What follows belongs to an exercise in optimizing a design on an open flow for small area, a short achievable clock period and few clock cycles; a production flow would make more cautious choices. Function was checked by simulation only, so behaviour that the tests miss may differ from the original. Power and IR drop assume default switching activity.

===== flow/run.sh =====
#!/bin/bash
# synth_recipe.tcl (not shown) runs the flow's synth.tcl, then flattens the netlist and writes it again
# the make line also repeats each setting of config.mk as NAME=value (left out here)
make -C /OpenROAD-flow-scripts/flow DESIGN_CONFIG=/design/flow/config.mk WORK_HOME=/design/flow/orfs CLKGATE_MAP_FILE= SYNTH_SCRIPT=/design/flow/synth_recipe.tcl finish

===== flow/config.mk =====
export PLATFORM = sky130hd
export DESIGN_NAME = flash_prog
export DESIGN_NICKNAME = flash_prog
export VERILOG_FILES = /design/flow/design.v
export SDC_FILE = /design/flow/constraint.sdc
export NUM_CORES = 4
export LEC_CHECK = 0
export CAP_MARGIN = 20
export CORE_MARGIN = 2
export CORE_UTILIZATION = 40
export SLEW_MARGIN = 20

===== flow/constraint.sdc =====
create_clock -name core_clock -period 8.0 [get_ports {clk}]
set_input_delay 1.6000 -clock core_clock [delete_from_list [all_inputs] [get_ports {clk}]]
set_output_delay 1.6000 -clock core_clock [all_outputs]
set_load 0.01 [all_outputs]

===== flow/design.v =====
module flash_seq (
    input             clk,
    input             rst,
    input             start,
    input      [2:0]  op,
    input             family_b,    
    input      [3:0]  mask,        
    input      [21:0] addr,        
    input      [21:0] len,         
    input      [31:0] wdata,       
    input             verify,      
    output reg        done,
    output reg [31:0] rd,          
    output reg [31:0] id_mfr,
    output reg [31:0] id_dev,
    output reg        bus_req,
    output reg        bus_we,
    output reg [20:0] bus_addr,
    output reg [31:0] bus_wdata,
    input             bus_ack,
    input      [31:0] bus_rdata
);
    localparam OP_IDENT      = 3'd0;
    localparam OP_ERASE_ALL  = 3'd1;
    localparam OP_ERASE_SECT = 3'd2;
    localparam OP_PROG_BEGIN = 3'd3;
    localparam OP_PROG_WORD  = 3'd4;
    localparam OP_PROG_END   = 3'd5;
    localparam OP_READ       = 3'd6;
    localparam S_IDLE    = 5'd0;
    localparam S_UL1     = 5'd1;
    localparam S_UL2     = 5'd2;
    localparam S_CMD     = 5'd3;
    localparam S_SECT    = 5'd4;
    localparam S_BOOT    = 5'd5;
    localparam S_ID_MFR  = 5'd6;
    localparam S_ID_DEV  = 5'd7;
    localparam S_ID_EXIT = 5'd8;
    localparam S_BYP_A0  = 5'd9;
    localparam S_DATA    = 5'd10;
    localparam S_POLL0   = 5'd11;
    localparam S_POLL    = 5'd12;
    localparam S_VERIFY  = 5'd13;
    localparam S_BEXIT1  = 5'd14;
    localparam S_BEXIT2  = 5'd15;
    localparam S_READ    = 5'd16;
    localparam S_DONE    = 5'd17;
    reg [4:0]  state;
    reg [2:0]  cur_op;
    reg        second;       
    reg [3:0]  m;            
    reg [21:0] a;            
    reg [9:0]  sect_left;    
    reg [1:0]  boot_idx;     
    reg [31:0] word;         
    reg        do_verify;
    reg [31:0] prev;         
    wire [20:0] ua1 = family_b ? 21'h0AAAAA : 21'h155555;
    wire [20:0] ua2 = family_b ? 21'h155555 : 21'h0AAAAA;
    wire [31:0] lm = {{8{m[3]}}, {8{m[2]}}, {8{m[1]}}, {8{m[0]}}};
    function [31:0] rep;
        input [7:0] b;
        rep = {b, b, b, b};
    endfunction
    reg [7:0] cmd_byte;
    always @(*) begin
        case (cur_op)
            OP_IDENT:      cmd_byte = 8'h90;
            OP_ERASE_ALL:  cmd_byte = second ? 8'h10 : 8'h80;
            OP_ERASE_SECT: cmd_byte = 8'h80;
            OP_PROG_BEGIN: cmd_byte = 8'h20;
            default:       cmd_byte = 8'hA0;
        endcase
    end
    reg [20:0] boot_addr;
    always @(*) begin
        case (boot_idx)
            2'd0:    boot_addr = 21'h004000;
            2'd1:    boot_addr = 21'h006000;
            default: boot_addr = 21'h008000;
        endcase
    end
    always @(*) begin
        bus_req   = 1'b1;
        bus_we    = 1'b1;
        bus_addr  = 21'd0;
        bus_wdata = 32'd0;
        case (state)
            S_UL1:     begin bus_addr = ua1; bus_wdata = rep(8'hAA) & lm; end
            S_UL2:     begin bus_addr = ua2; bus_wdata = rep(8'h55) & lm; end
            S_CMD:     begin bus_addr = ua1; bus_wdata = rep(cmd_byte) & lm; end
            S_SECT:    begin bus_addr = a[20:0]; bus_wdata = rep(8'h30) & lm; end
            S_BOOT:    begin bus_addr = boot_addr; bus_wdata = rep(8'h30) & lm; end
            S_ID_MFR:  begin bus_we = 1'b0; bus_addr = 21'd0; end
            S_ID_DEV:  begin bus_we = 1'b0; bus_addr = family_b ? 21'd2 : 21'd1; end
            S_ID_EXIT: begin bus_addr = 21'd0; bus_wdata = rep(8'hF0); end
            S_BYP_A0:  begin bus_addr = 21'd0; bus_wdata = rep(8'hA0) & lm; end
            S_DATA:    begin bus_addr = a[20:0]; bus_wdata = word & lm; end
            S_POLL0,
            S_POLL:    begin bus_we = 1'b0; bus_addr = 21'd0; end
            S_VERIFY,
            S_READ:    begin bus_we = 1'b0; bus_addr = a[20:0]; end
            S_BEXIT1:  begin bus_addr = 21'd0; bus_wdata = rep(8'h90) & lm; end
            S_BEXIT2:  begin bus_addr = 21'd0; bus_wdata = 32'd0; end
            default:   begin bus_req = 1'b0; bus_we = 1'b0; end
        endcase
    end
    wire [21:0] ss = family_b ? 22'h010000 : 22'h001000;
    always @(posedge clk) begin
        done <= 1'b0;
        if (rst) begin
            state <= S_IDLE;
        end else begin
            case (state)
                S_IDLE: if (start) begin
                    cur_op    <= op;
                    second    <= 1'b0;
                    m         <= (op == OP_IDENT) ? 4'hF : mask;
                    a         <= addr;
                    word      <= wdata;
                    do_verify <= verify;
                    boot_idx  <= 2'd0;
                    sect_left <= family_b ? {4'd0, len[21:16]} : len[21:12];
                    case (op)
                        OP_IDENT, OP_ERASE_ALL: state <= S_UL1;
                        OP_ERASE_SECT:
                            if (!family_b && (len[21:12] == 10'd0)) state <= S_DONE;
                            else state <= S_UL1;
                        OP_PROG_BEGIN: state <= family_b ? S_UL1 : S_DONE;
                        OP_PROG_WORD:  state <= family_b ? S_BYP_A0 : S_UL1;
                        OP_PROG_END:   state <= family_b ? S_BEXIT1 : S_DONE;
                        default:       state <= S_READ;
                    endcase
                end
                S_UL1: if (bus_ack) state <= S_UL2;
                S_UL2: if (bus_ack) begin
                    if (cur_op == OP_ERASE_SECT && second)
                        state <= (sect_left == 10'd0) ? S_POLL0 : S_SECT;
                    else
                        state <= S_CMD;
                end
                S_CMD: if (bus_ack) begin
                    case (cur_op)
                        OP_IDENT: state <= S_ID_MFR;
                        OP_ERASE_ALL, OP_ERASE_SECT:
                            if (!second) begin
                                second <= 1'b1;
                                state  <= S_UL1;
                            end else begin
                                state <= S_POLL0;
                            end
                        OP_PROG_BEGIN: state <= S_DONE;
                        default:       state <= S_DATA;
                    endcase
                end
                S_SECT: if (bus_ack) begin
                    if (!family_b) begin
                        state <= S_POLL0;
                    end else if (a == 22'd0) begin
                        state <= S_BOOT;
                    end else begin
                        a         <= a + ss;
                        sect_left <= sect_left - 10'd1;
                        state     <= (sect_left == 10'd1) ? S_POLL0 : S_SECT;
                    end
                end
                S_BOOT: if (bus_ack) begin
                    boot_idx <= boot_idx + 2'd1;
                    if (boot_idx == 2'd2) begin
                        a         <= a + ss;
                        sect_left <= sect_left - 10'd1;
                        state     <= (sect_left == 10'd1) ? S_POLL0 : S_SECT;
                    end
                end
                S_ID_MFR: if (bus_ack) begin
                    id_mfr <= bus_rdata;
                    state  <= S_ID_DEV;
                end
                S_ID_DEV: if (bus_ack) begin
                    id_dev <= bus_rdata;
                    state  <= S_ID_EXIT;
                end
                S_ID_EXIT: if (bus_ack) state <= S_DONE;
                S_BYP_A0:  if (bus_ack) state <= S_DATA;
                S_DATA:    if (bus_ack) state <= S_POLL0;
                S_POLL0: if (bus_ack) begin
                    prev  <= bus_rdata;
                    state <= S_POLL;
                end
                S_POLL: if (bus_ack) begin
                    prev <= bus_rdata;
                    if (bus_rdata == prev) begin
                        case (cur_op)
                            OP_ERASE_SECT:
                                if (!family_b) begin
                                    a         <= a + ss;
                                    sect_left <= sect_left - 10'd1;
                                    second    <= 1'b0;
                                    state     <= (sect_left == 10'd1) ? S_DONE : S_UL1;
                                end else begin
                                    state <= S_DONE;
                                end
                            OP_PROG_WORD: state <= do_verify ? S_VERIFY : S_DONE;
                            default:      state <= S_DONE;
                        endcase
                    end
                end
                S_VERIFY, S_READ: if (bus_ack) begin
                    rd    <= bus_rdata;
                    state <= S_DONE;
                end
                S_BEXIT1: if (bus_ack) state <= S_BEXIT2;
                S_BEXIT2: if (bus_ack) state <= S_DONE;
                S_DONE: begin
                    done  <= 1'b1;
                    state <= S_IDLE;
                end
                default: state <= S_IDLE;
            endcase
        end
    end
endmodule
module flash_prog (
    input             clk,
    input             rst,
    input      [7:0]  rx_data,
    input             rx_valid,
    output            rx_ready,
    output reg [7:0]  tx_data,
    output reg        tx_valid,
    input             tx_ready,
    output            bus_req,
    output            bus_we,
    output     [20:0] bus_addr,
    output     [31:0] bus_wdata,
    input             bus_ack,
    input      [31:0] bus_rdata,
    output            handed_off
);
    localparam D_IDLE     = 5'd0;
    localparam D_SEND     = 5'd1;    
    localparam D_ID_WAIT  = 5'd2;
    localparam D_ID_SEND  = 5'd3;
    localparam D_RPOS     = 5'd4;
    localparam D_RLEN     = 5'd5;
    localparam D_RREAD    = 5'd6;
    localparam D_RWAIT    = 5'd7;
    localparam D_RSEND    = 5'd8;
    localparam D_RACK     = 5'd9;
    localparam D_WPOS     = 5'd10;
    localparam D_WCTRL    = 5'd11;
    localparam D_WBEGIN   = 5'd12;
    localparam D_WBODY    = 5'd13;
    localparam D_WPROG    = 5'd14;
    localparam D_WEND     = 5'd15;
    localparam D_EFIELD   = 5'd16;
    localparam D_EWAIT    = 5'd17;
    localparam D_CEWAIT   = 5'd18;
    localparam D_MASK     = 5'd19;
    localparam D_HANDOFF  = 5'd20;
    localparam D_SEND_W   = 5'd21;    
    localparam OP_IDENT      = 3'd0;
    localparam OP_ERASE_ALL  = 3'd1;
    localparam OP_ERASE_SECT = 3'd2;
    localparam OP_PROG_BEGIN = 3'd3;
    localparam OP_PROG_WORD  = 3'd4;
    localparam OP_PROG_END   = 3'd5;
    localparam OP_READ       = 3'd6;
    reg [4:0]  state;
    reg        family_b;
    reg [3:0]  chip_mask;
    reg        verify_en;
    reg [31:0] pos;
    reg [31:0] len;
    reg [2:0]  cnt;
    reg [21:0] cursor;
    reg [13:0] end_cursor;
    reg [7:0]  widx;         
    reg [1:0]  bidx;         
    reg [2:0]  id_idx;
    reg [31:0] word;
    reg [3:0]  fail_mask;
    reg [7:0]  pend_byte;
    reg        seq_start;
    reg [2:0]  seq_op;
    reg [21:0] seq_addr;
    reg [21:0] seq_len;
    wire       seq_done;
    wire [31:0] seq_rd, id_mfr, id_dev;
    flash_seq u_seq (
        .clk(clk), .rst(rst),
        .start(seq_start), .op(seq_op), .family_b(family_b), .mask(chip_mask),
        .addr(seq_addr), .len(seq_len), .wdata(word), .verify(verify_en),
        .done(seq_done), .rd(seq_rd), .id_mfr(id_mfr), .id_dev(id_dev),
        .bus_req(bus_req), .bus_we(bus_we), .bus_addr(bus_addr),
        .bus_wdata(bus_wdata), .bus_ack(bus_ack), .bus_rdata(bus_rdata)
    );
    wire tx_free = !tx_valid;
    assign rx_ready = tx_free &&
        (state == D_IDLE || state == D_RPOS || state == D_RLEN ||
         state == D_RACK || state == D_WPOS || state == D_WCTRL ||
         state == D_WBODY || state == D_EFIELD || state == D_MASK);
    wire rx_take = rx_valid && rx_ready;
    assign handed_off = (state == D_HANDOFF);
    wire [31:0] byte_sh  = {24'd0, rx_data} << {cnt[1:0], 3'b000};
    wire [31:0] pos_next = pos | byte_sh;
    wire [31:0] len_next = len | byte_sh;
    wire [32:0] rd_end    = {1'b0, pos} + {1'b0, len_next};
    wire        rd_refuse = (len_next == 32'd0) || (len_next[9:0] != 10'd0) ||
                            (pos[9:0] != 10'd0) || (rd_end > 33'h000800000);
    wire [32:0] er_limit  = family_b ? 33'h000800000 : 33'h000200000;
    wire        er_refuse = (pos[17:0] != 18'd0) || (len_next[17:0] != 18'd0) ||
                            (rd_end > er_limit);
    wire [1:0]  id_lane = 2'd3 - id_idx[2:1];
    wire [31:0] id_word = id_idx[0] ? id_dev : id_mfr;
    wire [7:0]  id_byte = id_word[{id_lane, 3'b000} +: 8];
    wire [1:0]  rd_lane = 2'd3 - bidx;
    wire [7:0]  rd_byte = seq_rd[{rd_lane, 3'b000} +: 8];
    wire [3:0] lane_diff;
    assign lane_diff[0] = seq_rd[7:0]   != word[7:0];
    assign lane_diff[1] = seq_rd[15:8]  != word[15:8];
    assign lane_diff[2] = seq_rd[23:16] != word[23:16];
    assign lane_diff[3] = seq_rd[31:24] != word[31:24];
    wire [3:0] fail_next = fail_mask | (lane_diff & chip_mask);
    always @(posedge clk) begin
        seq_start <= 1'b0;
        if (tx_valid && tx_ready) tx_valid <= 1'b0;
        if (rst) begin
            state     <= D_IDLE;
            family_b  <= 1'b0;
            chip_mask <= 4'hF;
            verify_en <= 1'b0;
            tx_valid  <= 1'b0;
        end else begin
            case (state)
                D_IDLE: if (rx_take) begin
                    tx_valid <= 1'b1;
                    tx_data  <= 8'h00;
                    case (rx_data)
                        8'h00, 8'h09: ;
                        8'h01: begin pend_byte <= 8'h01; state <= D_SEND; end
                        8'h02: begin
                            seq_op    <= OP_IDENT;
                            seq_start <= 1'b1;
                            state     <= D_ID_WAIT;
                        end
                        8'h04: begin
                            pos <= 32'd0; len <= 32'd0; cnt <= 3'd0;
                            state <= D_RLEN;
                        end
                        8'h05: begin
                            tx_valid  <= 1'b0;
                            seq_op    <= OP_ERASE_ALL;
                            seq_start <= 1'b1;
                            state     <= D_CEWAIT;
                        end
                        8'h06: begin cursor <= 22'd0; state <= D_WCTRL; end
                        8'h07: begin pend_byte <= 8'h01; state <= D_SEND; end
                        8'h08: state <= D_HANDOFF;
                        8'h0B: family_b <= 1'b0;
                        8'h0C: family_b <= 1'b1;
                        8'h0D: verify_en <= 1'b1;
                        8'h0E: verify_en <= 1'b0;
                        8'h0F: begin
                            pos <= 32'd0; len <= 32'd0; cnt <= 3'd0;
                            state <= D_EFIELD;
                        end
                        8'h10: begin
                            pos <= 32'd0; cnt <= 3'd0;
                            state <= D_WPOS;
                        end
                        8'h11: begin
                            pos <= 32'd0; len <= 32'd0; cnt <= 3'd0;
                            state <= D_RPOS;
                        end
                        8'h12: state <= D_MASK;
                        default: tx_data <= 8'h02;    
                    endcase
                end
                D_SEND: if (tx_free) begin
                    tx_valid <= 1'b1;
                    tx_data  <= pend_byte;
                    state    <= D_IDLE;
                end
                D_ID_WAIT: if (seq_done) begin
                    id_idx <= 3'd0;
                    state  <= D_ID_SEND;
                end
                D_ID_SEND: if (tx_free) begin
                    tx_valid <= 1'b1;
                    tx_data  <= id_byte;
                    id_idx   <= id_idx + 3'd1;
                    if (id_idx == 3'd7) begin
                        pend_byte <= 8'h00;
                        state     <= D_SEND;
                    end
                end
                D_CEWAIT: if (seq_done) begin
                    pend_byte <= 8'h00;
                    state     <= D_SEND;
                end
                D_RPOS: if (rx_take) begin
                    pos <= pos_next;
                    cnt <= cnt + 3'd1;
                    if (cnt == 3'd3) begin
                        cnt      <= 3'd0;
                        len      <= 32'd0;
                        tx_valid <= 1'b1;
                        tx_data  <= 8'h00;
                        state    <= D_RLEN;
                    end
                end
                D_RLEN: if (rx_take) begin
                    len <= len_next;
                    cnt <= cnt + 3'd1;
                    if (cnt == 3'd3) begin
                        tx_valid <= 1'b1;
                        if (rd_refuse) begin
                            tx_data <= 8'h01;
                            state   <= D_IDLE;
                        end else begin
                            tx_data    <= 8'h00;
                            cursor     <= {9'd0, pos[22:10]};
                            end_cursor <= rd_end[23:10];
                            widx       <= 8'd0;
                            state      <= D_RREAD;
                        end
                    end
                end
                D_RREAD: begin
                    seq_op    <= OP_READ;
                    seq_addr  <= {1'b0, cursor[12:0], widx};
                    seq_start <= 1'b1;
                    state     <= D_RWAIT;
                end
                D_RWAIT: if (seq_done) begin
                    bidx  <= 2'd0;
                    state <= D_RSEND;
                end
                D_RSEND: if (tx_free) begin
                    tx_valid <= 1'b1;
                    tx_data  <= rd_byte;
                    bidx     <= bidx + 2'd1;
                    if (bidx == 2'd3) begin
                        widx <= widx + 8'd1;
                        state <= (widx == 8'hFF) ? D_RACK : D_RREAD;
                    end
                end
                D_RACK: if (rx_take) begin
                    if (rx_data == 8'h00) begin
                        cursor   <= cursor + 22'd1;
                        tx_valid <= 1'b1;
                        if (cursor + 22'd1 >= {8'd0, end_cursor}) begin
                            tx_data <= 8'h03;
                            state   <= D_IDLE;
                        end else begin
                            tx_data <= 8'h02;
                            widx    <= 8'd0;
                            state   <= D_RREAD;
                        end
                    end else if (rx_data == 8'h01) begin
                        tx_valid <= 1'b1;
                        tx_data  <= 8'h04;
                        state    <= D_IDLE;
                    end
                end
                D_WPOS: if (rx_take) begin
                    pos <= pos_next;
                    cnt <= cnt + 3'd1;
                    if (cnt == 3'd3) begin
                        tx_valid <= 1'b1;
                        if (pos_next[9:0] != 10'd0) begin
                            tx_data <= 8'h01;
                            state   <= D_IDLE;
                        end else begin
                            tx_data <= 8'h00;
                            cursor  <= pos_next[31:10];
                            state   <= D_WCTRL;
                        end
                    end
                end
                D_WCTRL: if (rx_take) begin
                    case (rx_data)
                        8'h00: begin
                            tx_valid <= 1'b1;
                            if (cursor >= 22'h002000) begin
                                tx_data <= 8'h01;
                                state   <= D_IDLE;
                            end else begin
                                tx_data   <= 8'h00;
                                fail_mask <= 4'd0;
                                widx      <= 8'd0;
                                bidx      <= 2'd0;
                                seq_op    <= OP_PROG_BEGIN;
                                seq_start <= 1'b1;
                                state     <= D_WBEGIN;
                            end
                        end
                        8'h01: begin
                            tx_valid <= 1'b1;
                            tx_data  <= 8'h00;
                            state    <= D_IDLE;
                        end
                        8'h02: begin
                            tx_valid <= 1'b1;
                            tx_data  <= 8'h02;
                            state    <= D_IDLE;
                        end
                        default: ;
                    endcase
                end
                D_WBEGIN: if (seq_done) state <= D_WBODY;
                D_WBODY: if (rx_take) begin
                    word <= {word[23:0], rx_data};
                    bidx <= bidx + 2'd1;
                    if (bidx == 2'd3) begin
                        seq_op    <= OP_PROG_WORD;
                        seq_addr  <= {1'b0, cursor[12:0], widx};
                        seq_start <= 1'b1;
                        state     <= D_WPROG;
                    end
                end
                D_WPROG: if (seq_done) begin
                    if (verify_en) fail_mask <= fail_next;
                    widx <= widx + 8'd1;
                    if (widx == 8'hFF) begin
                        seq_op    <= OP_PROG_END;
                        seq_start <= 1'b1;
                        state     <= D_WEND;
                    end else begin
                        state <= D_WBODY;
                    end
                end
                D_WEND: if (seq_done) begin
                    if (fail_mask != 4'd0) begin
                        pend_byte <= {4'h8, fail_mask[0], fail_mask[1], fail_mask[2], fail_mask[3]};
                        state     <= D_SEND;
                    end else begin
                        cursor    <= cursor + 22'd1;
                        pend_byte <= 8'h00;
                        state     <= D_SEND_W;
                    end
                end
                D_EFIELD: if (rx_take) begin
                    if (cnt[2]) len <= len_next;
                    else        pos <= pos_next;
                    cnt <= cnt + 3'd1;
                    if (cnt == 3'd7) begin
                        tx_valid <= 1'b1;
                        if (er_refuse) begin
                            tx_data <= 8'h01;
                            state   <= D_IDLE;
                        end else begin
                            tx_data   <= 8'h00;
                            seq_op    <= OP_ERASE_SECT;
                            seq_addr  <= pos[23:2];
                            seq_len   <= len_next[23:2];
                            seq_start <= 1'b1;
                            state     <= D_EWAIT;
                        end
                    end
                end
                D_EWAIT: if (seq_done) begin
                    pend_byte <= 8'h02;
                    state     <= D_SEND;
                end
                D_MASK: if (rx_take) begin
                    tx_valid <= 1'b1;
                    if (rx_data[7:4] == 4'd0) begin
                        chip_mask <= rx_data[3:0];
                        tx_data   <= 8'h00;
                    end else begin
                        tx_data <= 8'h01;
                    end
                    state <= D_IDLE;
                end
                D_HANDOFF: ;
                D_SEND_W: if (tx_free) begin
                    tx_valid <= 1'b1;
                    tx_data  <= 8'h00;
                    state    <= D_WCTRL;
                end
                default: state <= D_IDLE;
            endcase
        end
    end
endmodule

==> flow_metrics.py <==
metrics = {
    "sta": {
        "min_period_over_period_pct": 82.05,
        "hold_viol": 0,
        "finalSetupViolCount": 0,
        "whs_ps": 484.7,
        "fmax_ghz": 0.1524,
        "totalNegativeSetupSlack_ps": 0,
        "clock_skew_ps": 24.38,
        "drv_slew": 0,
        "slew_headroom_pct": 29.87,
        "period_minus_slack_ps": 6564,
        "worst_pin_slew_ps": 1049,
        "rsz0062_at_grt": "false",
    },
    "route": {
        "remaining_drc_errors": 0,
        "wl_per_cell_um": 24.82,
        "firstDrtPassIters": 6,
        "totalWireLength_um": 78130,
        "vias_per_cell": 6.091,
        "vias": 19180,
        "postRouteAntennaNets": 0,
        "drtIter0Drc": 2334,
    },
    "global_routing": {
        "antenna_found_initial": 3,
        "grtUsageMet3_pct": 4.650,
        "grt_use_met2_pct": 37.27,
        "grt_usage_pct": 25.15,
        "top_usage_layer": "met1",
        "grt_pass1_wl_um": 116600,
        "grt_max_degree": 54,
        "overflow": 0,
        "grt_util_met1_pct": 37.55,
        "grt_pass1_vias": 17940,
    },
    "placement": {
        "gp_congestion": 0.9521,
        "port_buffers": 110,
        "hpwl_um": 57130,
    },
    "min_path": {
        "hp-class": "reg -> reg",
    },
    "synthesis": {
        "synthesis.nets": 2371,
        "synth_edf_count": 403,
        "synth_xor_xnor_area_share_pct": 4.793,
        "ys_seq_area_share_pct": 52.54,
        "synth_cells": 2259,
        "synth_mux_area_share_pct": 3.139,
        "synth_area_mm2": 0.02376,
        "synth_top_family_by_area": "simple AND/OR/NAND/NOR gates",
        "yosysTopAreaCell": "edfxtp_1",
        "synth_ff_type": "edfxtp_1",
        "yosys.area_share.adder_pct": 3.560,
        "synth.most_common_cell": "edfxtp_1",
        "synth_top_area_share_pct": 50.94,
        "synth_cell_types": 93,
        "async_reset_ff_share_pct": 0,
        "synth_common_cells": "edfxtp_1 (403), nor2_1 (212), nand2_1 (207), a21oi_1 (180), o21ai_0 (127)",
        "syn_area_per_cell_um2": 10.52,
        "synthTopCellsByArea": "edfxtp_1 (51%), a21oi_1 (3.8%), xor2_1 (3.6%), ha_1 (3.5%), nor2_1 (3.3%)",
        "synth-simple-area-share_pct": 16.56,
        "synth-compound-area-share_pct": 16.33,
        "yosys_warnings": 2,
        "ys_ff_latch": 422,
    },
    "worst_setup_path": {
        "crit_type": "in -> reg",
        "end_kind": "register",
        "path_buf_inv": 2,
        "cp_max_fo": 10,
        "arrival_ps": 6790,
        "path_cells": "clkdlybuf4s50_1 > and3b_1 > nor2_1 > inv_1 > ha_1 > a21oi_1 > o21ai_0 > o31ai_1 > a31oi_1 > a22o_1 > o22ai_1 > nor4b_2 > nand4b_1 > or3_4 > nor3_2",
        "max_stage_delay_ps": 700,
        "critical_path_required_ps": 8220,
        "cp_top_family": "simple AND/OR/NAND/NOR gates",
        "worst_path_max_delay_cell": "clkdlybuf4s50_1",
        "critPathLaunchType": "input pin",
    },
    "power_and_ir_drop": {
        "intPower_mw": 4.577,
        "sw_frac_of_total_pct": 34.55,
        "p_seq_share_pct": 39.9,
        "pwr-share-comb_pct": 30.5,
        "powerDensity_mw_per_mm2": 256.8,
        "switchingPower_mw": 2.416,
        "clkPwrFrac_pct": 29.6,
        "leakagePower_nw": 9.696,
        "ir_drop_uv": 174.9,
    },
    "floorplan": {
        "core-area_mm2": 0.05891,
        "die_w_um": 247.7,
        "rows": 89,
        "io_pins": 111,
        "die_area_mm2": 0.06136,
        "die_height_um": 247.7,
        "start_util_pct": 40.33,
    },
    "cts": {
        "worstSkewPairLatency_ps": 600,
        "clkTransAtPathRegs_ps": 70,
        "cts_buffer_depth": 3,
        "cts_made_buffers": 46,
        "clockRootBuffer": "clkbuf_16",
        "htree_levels": 2,
        "ctsResizeCount": 0,
        "cts-hold-fix-buffers": 0,
        "clkSinkCount": 422,
        "cts_tree": "done",
        "cts_setup_buffers": 0,
    },
    "layout": {
        "area_growth_pct": 14.61,
        "drive_gt1_share_pct": 8.091,
        "fin_nets": 2448,
    },
    "run": {
        "cap_violations": 0,
    },
    "outcome": {
        "status": "no timing/DRC/antenna violations",
    },
}
-- worst reg2reg max path, cell delays in order, from the launching register on --
cell and delay, ps:
edfxtp_1 580, nor2b_1 810, a21o_1 240, ha_1 380
a21o_1 260, a311oi_1 310, nor3b_1 150, or2_1 310
a31oi_1 490, o221ai_1 220, nor4b_2 470, nand4b_1 250
or3_4 510, nor3_2 640
-- final timing paths --
check | from | end | slack, ps | cells past startpoint
worst min register to register | word[31] | u_seq.word[31] | 480 | 0
worst max register to register | cnt[1] | seq_len[12] | 2020 | 13
worst min-delay path | word[31] | u_seq.word[31] | 480 | 0
worst max-delay path | rx_data[7] | seq_len[12] | 1440 | 15
-- cells in the final DEF, fill, tap and decap left out, types with 46 or more instances in the layout --
cell type and instances:
nand2_1 207, nor2_1 208, nand3_1 65, ha_1 66
edfxtp_1 403, buf_4 53, o21ai_0 126, clkdlybuf4s50_1 110
a21oi_1 180, inv_1 56, a21o_1 65, xor2_1 97
clkbuf_16 46
-- layer usage --
| metal | wire, um | up-vias |
|---|---|---|
| met1 | 35050 | 9391 |
| li1 | - | 8664 |
| met3 | 7390 | 114 |
| met4 | 1883 | 4 |
| met2 | 33780 | 1003 |
| met5 | 22 | - |
-- state kept, by name, summed over array words and instances (netlist names), 8 cells and up --
| signal | count |
|---|---|
| word | 32 |
| u_seq.sect_left | 10 |
| u_seq.rd | 32 |
| u_seq.prev | 32 |
| cursor | 22 |
| seq_len | 10 |
| widx | 8 |
| u_seq.id_mfr | 32 |
| pos | 32 |
| end_cursor | 14 |
| u_seq.word | 32 |
| tx_data | 8 |
| u_seq.a | 22 |
| len | 32 |
| u_seq.id_dev | 32 |
| seq_addr | 22 |
-- power groups by stage --
stage	Clock [mW]	Sequential, mW	Combinational (mW)
final	2.07	2.79	2.13
after global routing	2.18	2.80	2.30
after detailed placement	0	2.83	2.09
after CTS	2.11	2.78	2.10
after global placement	0	2.83	2.09
after floorplan	0	2.77	1.27
-- area by class of cell --
type | instances | area (um2)
Inverter | 57 | 214.0
Multi-Input combinational cell | 1646 | 10630
Sequential cell | 422 | 12480
Timing Repair Buffer | 163 | 1499
Tap cell | 773 | 967.2
Clock inverter | 27 | 236.5
Antenna cell | 2 | 5.005
Fill cell | 5387 | 31680
Clock buffer | 58 | 1196
-- kinds of logic (layout without fill, tap and decap cells) --
family,count (synthesis),count (layout)
buf+inv,191,305
other cells,0,2
fa+ha+maj,67,67
mux,44,44
flops,422,422
compound gates,610,610
simple gates,795,795
xor+xnor,130,130
-- per-stage QoR --
step / power [mW] / setup slack, ps / cells / cell area (um2) / utilization (%)
floorplan: 4.043 / 1111 / 2259 / 23760 / -
global placement: 4.913 / 1117 / 3061 / 25780 / 43.77
detailed placement: 4.919 / 908.2 / 3061 / 25780 / 43.77
CTS: 6.991 / 1522 / 3146 / 27220 / 46.20
global route: 7.288 / 1073 / 3147 / 27220 / 46.22
finish: 6.993 / 1436 / 3148 / 27230 / 46.22
Testbench counts, summed over its fixed seeds: cycles 119,998.

[separate check: timing with driven ports]
How much do the figures lean on ideal ports? The routed layout below was timed once more, with nothing changed but the port constraints. Step 1: set_driving_cell puts a clkbuf_16 on clk and a buf_2 on each other input, an assumption about the parent block. Step 2 moves the port delays by t, midway between the first and last clock arrival at a register: inputs arrive t later, outputs are due t later. That takes back most of the time a late clock gives input paths. Slacks: ideal ports / drivers / drivers and shift; pairs: ideal ports / drivers.
t (ns): 0.643
setup slack, ns: 1.436 / 1.437 / 0.794
pins driven straight from the clock port: 1
After both steps this run still meets setup and hold. The setup slack of this run moves by +0.001 ns with the drivers and by -0.642 ns with both steps.
